From an optimization exercise on the open Yosys and OpenROAD flow, aimed at small area, a short achievable clock period and few clock cycles; shortcuts taken in it are not production practice.
No activity file was given, so power comes from the tool's default toggle rates.

== run 2 ==
==> module sctp_enc, before the edit <==
module sctp_enc (
    input  wire        clk,
    input  wire        rst,
    input  wire        cmd_valid,
    output wire        cmd_ready,
    input  wire [3:0]  cmd_op,
    input  wire [63:0] cmd_arg,
    input  wire [3:0]  cmd_cnt,
    input  wire        cmd_last,
    output wire        out_valid,
    input  wire        out_ready,
    output wire [63:0] out_data,
    output wire [3:0]  out_cnt,
    output wire        out_last,
    output wire        out_fault
);
    reg [143:0] A;           
    reg [4:0]   k;           
    reg         last_pend;   
    reg         fault_pend;  
    reg         faulted;     
    reg         ev;          
    reg  [87:0] eS;          
    reg         e_lop;       
    reg         e_13;        
    reg         e_big;       
    reg  [3:0]  enb;         
    reg         elast;       
    reg         efault;      
    reg         ov;          
    reg         ol;          
    reg         rfree;       
    reg         rtake;       
    reg         rx;          
    reg  [2:0]  off;         
    assign out_valid = ov;
    assign out_last  = ol;
    assign out_cnt   = {!ol | k[3], k[2:0] & {3{ol}}};
    assign out_data  = A[63:0];
    assign out_fault = fault_pend;
    wire take = ov && out_ready;
    wire merge = ev && (rfree || (rtake && out_ready));
    assign cmd_ready = rx || (rtake && out_ready);
    wire accept = cmd_valid && cmd_ready;
    wire [3:0]  op = cmd_op;
    wire [63:0] a  = cmd_arg;
    wire big      = (a[63:4] != 60'd0) || (a[3:0] == 4'hF);    
    wire is_data  = (op == 4'd14);
    wire is_sleb  = (op == 4'd9);
    wire leb_op   = (op == 4'd8) || is_sleb || (op == 4'd13);
    wire is_fix   = !op[3] || (op[3:1] == 3'b101);
    wire bad_short = (op == 4'd12) && (a[7:4] != 4'd0);
    reg [8:0] cu, cs;
    integer m;
    always @(*) begin
        for (m = 0; m < 9; m = m + 1) begin
            cu[m] = |(a >> (7*m + 7));
            cs[m] = a[63] ? !(&(a >> (7*m + 6) | ~({64{1'b1}} >> (7*m + 6))))
                          : |(a >> (7*m + 6));
        end
    end
    wire [8:0] c = is_sleb ? cs : cu;
    reg [3:0] hi;
    always @(*) begin
        if (op == 4'd12 || op == 4'd13) hi = a[3:0];
        else                            hi = 4'h0;
    end
    reg [87:0] S;
    integer i;
    always @(*) begin
        S[7:0] = is_data ? a[7:0] : {hi, op};
        for (i = 1; i < 9; i = i + 1) begin
            if (leb_op)                S[8*i +: 8] = {c[i-1], a[7*(i-1) +: 7]};
            else if (is_data && i < 8) S[8*i +: 8] = a[8*i +: 8];
            else                       S[8*i +: 8] = a[8*(i-1) +: 8];
        end
        S[79:72] = {c[8], a[62:56]};
        S[87:80] = {1'b0, {6{is_sleb & a[63]}}, a[63]};
    end
    reg [3:0] nb;
    always @(*) begin
        if (faulted || bad_short)  nb = 4'd0;
        else if (is_data)          nb = cmd_cnt[3] ? 4'd8 : cmd_cnt;
        else if (is_fix) begin
            case ({op[3], op[2:0]})
                4'b0000, 4'b0001: nb = 4'd2;
                4'b0010, 4'b0011: nb = 4'd3;
                4'b0100, 4'b0101,
                4'b1010:          nb = 4'd5;
                default:          nb = 4'd9;
            endcase
        end else                   nb = 4'd1;
    end
    wire [8:0] ec = {eS[79], eS[71], eS[63], eS[55], eS[47], eS[39], eS[31], eS[23], eS[15]};
    wire [3:0] ecnt = {ec[7], ec[3] & !ec[7], (ec[1] & !ec[3]) | (ec[5] & !ec[7]),
                       (ec[0] & !ec[1]) | (ec[2] & !ec[3]) | (ec[4] & !ec[5]) | (ec[6] & !ec[7]) | ec[8]};
    wire       e_leb = e_lop && (!e_13 || e_big);
    wire [4:0] m_k = e_leb ? ({2'b00, off} + 5'd2) + {1'b0, ecnt}
                           : {2'b00, off} + {1'b0, enb};
    wire [87:0] eX = {eS[87:8], eS[7:4] | {4{e_13 & e_big}}, eS[3:0]};
    wire [95:0]  sh1 = off[0] ? {eX, eX[7:0]}   : {eX[87:80], eX};
    wire [111:0] sh2 = off[1] ? {sh1, sh1[15:0]} : {sh1[95:80], sh1};
    wire [143:0] sh  = off[2] ? {sh2, sh2[31:0]} : {sh2[111:80], sh2};
    reg [4:0] nk;
    reg       nlp, nev;
    always @(*) begin
        nk  = k;
        nlp = last_pend;
        nev = cmd_ready ? cmd_valid : ev;
        if (merge) begin
            nk  = m_k;
            nlp = elast;
        end else if (take) begin
            if (ol) begin
                nk  = 5'd0;
                nlp = 1'b0;
            end else begin
                nk  = k - 5'd8;
            end
        end
    end
    wire nle8 = !nk[4] && (!nk[3] || nk[2:0] == 3'd0);
    integer j;
    always @(posedge clk) begin
        for (j = 0; j < 18; j = j + 1) begin
            if (merge && j >= off)
                A[8*j +: 8] <= sh[8*j +: 8];
            else if (take && j < 10)
                A[8*j +: 8] <= A[8*j + 64 +: 8];
        end
        if (merge && elast)
            fault_pend <= efault;
        if (!ev || merge) begin
            eS     <= S;
            e_lop  <= !faulted && leb_op;
            e_13   <= (op == 4'd13);
            e_big  <= big;
            enb    <= nb;
            elast  <= cmd_last;
            efault <= faulted || bad_short;
        end
        if (rst) begin
            k         <= 5'd0;
            last_pend <= 1'b0;
            faulted   <= 1'b0;
            ev        <= 1'b0;
            ov        <= 1'b0;
            ol        <= 1'b0;
            rfree     <= 1'b1;
            rtake     <= 1'b0;
            rx        <= 1'b1;
            off       <= 3'd0;
        end else begin
            if (accept)
                faulted <= !cmd_last && (faulted || bad_short);
            ev        <= nev;
            k         <= nk;
            last_pend <= nlp;
            ov        <= nk[4] || nk[3] || nlp;
            ol        <= nlp && nle8;
            rfree     <= !nlp && !nk[4] && !nk[3];
            rtake     <= (!nlp && !nk[4] && nk[3]) || (nlp && nle8);
            rx        <= !nev || (!nlp && !nk[4] && !nk[3]);
            off       <= nlp ? 3'd0 : nk[2:0];
        end
    end
endmodule
Settings: LEC_CHECK=0, CAP_MARGIN=20, CORE_MARGIN=2, CORE_UTILIZATION=40, SETUP_SLACK_MARGIN=1.9, SLEW_MARGIN=20; clock period 4.5 ns.
standard.sh (not shown) runs the stock make flow with config.mk's settings and CLKGATE_MAP_FILE= SYNTH_SCRIPT=/design/flow/synth_recipe.tcl, a recipe that flattens the netlist after the stock synthesis.
==> flow/flow/run.sh <==
#!/bin/bash
# Standard ORFS flow, with the ports buffered by buf_1 cells and the clock
# tree built without dummy loads.
export BUFFER_PORTS_ARGS="-buffer_cell sky130_fd_sc_hd__buf_1"
export CTS_ARGS="-sink_clustering_enable -repair_clock_nets -dont_use_dummy_load -sink_clustering_size 28 -sink_clustering_max_diameter 70"
bash standard.sh > standard.log 2>&1
### run 2 -> run 1
==> flow/design.v <==
module sctp_enc (
    input  wire        clk,
    input  wire        rst,
    input  wire        cmd_valid,
    output wire        cmd_ready,
    input  wire [3:0]  cmd_op,
    input  wire [63:0] cmd_arg,
    input  wire [3:0]  cmd_cnt,
    input  wire        cmd_last,
    output wire        out_valid,
    input  wire        out_ready,
    output wire [63:0] out_data,
    output wire [3:0]  out_cnt,
    output wire        out_last,
    output wire        out_fault
);
    reg [143:0] A;           
    reg [4:0]   k;           
    reg         last_pend;   
    reg         fault_pend;  
    reg         faulted;     
    reg         ov;          
    reg         ol;          
    reg         rfree;       
    reg         rtake;       
    reg  [2:0]  off;         
    assign out_valid = ov;
    assign out_last  = ol;
    assign out_cnt   = {!ol | k[3], k[2:0] & {3{ol}}};
    assign out_data  = A[63:0];
    assign out_fault = fault_pend;
    wire take = ov && out_ready;
    assign cmd_ready = rfree || (rtake && out_ready);
    wire accept = cmd_valid && cmd_ready;
    wire [3:0]  op = cmd_op;
    wire [63:0] a  = cmd_arg;
    wire big      = (a[63:4] != 60'd0) || (a[3:0] == 4'hF);    
    wire is_data  = (op == 4'd14);
    wire is_sleb  = (op == 4'd9);
    wire leb_op   = (op == 4'd8) || is_sleb || (op == 4'd13);
    wire is_fix   = !op[3] || (op[3:1] == 3'b101);
    wire bad_short = (op == 4'd12) && (a[7:4] != 4'd0);
    reg [8:0] cu, cs;
    integer m;
    always @(*) begin
        for (m = 0; m < 9; m = m + 1) begin
            cu[m] = |(a >> (7*m + 7));
            cs[m] = a[63] ? !(&(a >> (7*m + 6) | ~({64{1'b1}} >> (7*m + 6))))
                          : |(a >> (7*m + 6));
        end
    end
    wire [8:0] c = is_sleb ? cs : cu;
    reg [3:0] hi;
    always @(*) begin
        if (op == 4'd12 || (op == 4'd13 && !big)) hi = a[3:0];
        else if (op == 4'd13)                     hi = 4'hF;
        else                                      hi = 4'h0;
    end
    reg [87:0] S;
    integer i;
    always @(*) begin
        S[7:0] = is_data ? a[7:0] : {hi, op};
        for (i = 1; i < 9; i = i + 1) begin
            if (leb_op)                S[8*i +: 8] = {c[i-1], a[7*(i-1) +: 7]};
            else if (is_data && i < 8) S[8*i +: 8] = a[8*i +: 8];
            else                       S[8*i +: 8] = a[8*(i-1) +: 8];
        end
        S[79:72] = {c[8], a[62:56]};
        S[87:80] = {1'b0, {6{is_sleb & a[63]}}, a[63]};
    end
    wire leb = !faulted && ((op == 4'd8) || is_sleb || (op == 4'd13 && big));
    reg [3:0] nb;
    always @(*) begin
        if (faulted || bad_short)  nb = 4'd0;
        else if (is_data)          nb = cmd_cnt[3] ? 4'd8 : cmd_cnt;
        else if (is_fix) begin
            case ({op[3], op[2:0]})
                4'b0000, 4'b0001: nb = 4'd2;
                4'b0010, 4'b0011: nb = 4'd3;
                4'b0100, 4'b0101,
                4'b1010:          nb = 4'd5;
                default:          nb = 4'd9;
            endcase
        end else                   nb = 4'd1;
    end
    wire [3:0] ccnt = {c[7], c[3] & !c[7], (c[1] & !c[3]) | (c[5] & !c[7]),
                       (c[0] & !c[1]) | (c[2] & !c[3]) | (c[4] & !c[5]) | (c[6] & !c[7]) | c[8]};
    wire [3:0] n = leb ? ccnt + 4'd2 : nb;
    wire [95:0]  sh1 = off[0] ? {S, S[7:0]}   : {S[87:80], S};
    wire [111:0] sh2 = off[1] ? {sh1, sh1[15:0]} : {sh1[95:80], sh1};
    wire [143:0] sh  = off[2] ? {sh2, sh2[31:0]} : {sh2[111:80], sh2};
    reg [4:0] nk;
    reg       nlp;
    always @(*) begin
        nk  = k;
        nlp = last_pend;
        if (accept) begin
            nk  = {2'b00, off} + {1'b0, n};
            nlp = cmd_last;
        end else if (take) begin
            if (ol) begin
                nk  = 5'd0;
                nlp = 1'b0;
            end else begin
                nk  = k - 5'd8;
            end
        end
    end
    wire nle8 = !nk[4] && (!nk[3] || nk[2:0] == 3'd0);
    integer j;
    always @(posedge clk) begin
        for (j = 0; j < 18; j = j + 1) begin
            if (accept && j >= off)
                A[8*j +: 8] <= sh[8*j +: 8];
            else if (take && j < 10)
                A[8*j +: 8] <= A[8*j + 64 +: 8];
        end
        if (accept && cmd_last)
            fault_pend <= faulted || bad_short;
        if (rst) begin
            k         <= 5'd0;
            last_pend <= 1'b0;
            faulted   <= 1'b0;
            ov        <= 1'b0;
            ol        <= 1'b0;
            rfree     <= 1'b1;
            rtake     <= 1'b0;
            off       <= 3'd0;
        end else begin
            if (accept)
                faulted <= !cmd_last && (faulted || bad_short);
            k         <= nk;
            last_pend <= nlp;
            ov        <= nk[4] || nk[3] || nlp;
            ol        <= nlp && nle8;
            rfree     <= !nlp && !nk[4] && !nk[3];
            rtake     <= (!nlp && !nk[4] && nk[3]) || (nlp && nle8);
            off       <= nlp ? 3'd0 : nk[2:0];
        end
    end
endmodule
Notes after the runs:
Run 1 reached the final stage; the timing, design-rule and antenna checks on its layout passed. Of run 1 and run 2, the run reporting the lower data required time of the critical path was run 1. Relative to run 2, the area growth from synthesis to layout of run 1 is higher by 34 points. When run 1 is set beside run 2, its number of buffers inserted by post-CTS setup repair turns out to be 50 larger. In the tables for run 1 and run 2, non-clock inverter count in the final layout reads lower with run 1. Setup WNS run 2 -> run 1: worse. [compare] base=run 2 new=run 1: number of sequential cells lower; total power draw lower; half-perimeter wire length after detailed placement higher; wire length of the first global-routing pass higher.
Function was not checked in any run of this note: the RTL went through the layout flow alone.

## what the ideal ports hide
How much do the figures lean on ideal ports? The routed layouts below were timed once more, with nothing changed but the port constraints.
Step 1 sets driving cells, clkbuf_16 on the clock port and buf_2 on the other inputs (assumed; they add their load-dependent delay and slew).
Step 2 also shifts input and output timing later by t, the mid clock arrival at the registers, as if the neighbouring blocks saw the same clock.
Three values: ideal, step 1, step 2; two values: the first two.
| run | t (ns) | setup WS [ns] | clock arrival spread, ns | slew at the worst register clock pin (ns) |
|---|---|---|---|---|
| run 2 | 0.542 | 1.844 / 1.844 / 1.407 | 0.034 / 0.033 | 0.10 / 0.10 |
| run 1 | 0.472 | 0.772 / 0.782 / 0.310 | 0.025 / 0.026 | 0.07 / 0.07 |
After both steps every run listed still meets setup and hold. The setup slack of run 1, which loses most, moves by +0.010 ns with the drivers and by -0.462 ns with both steps.
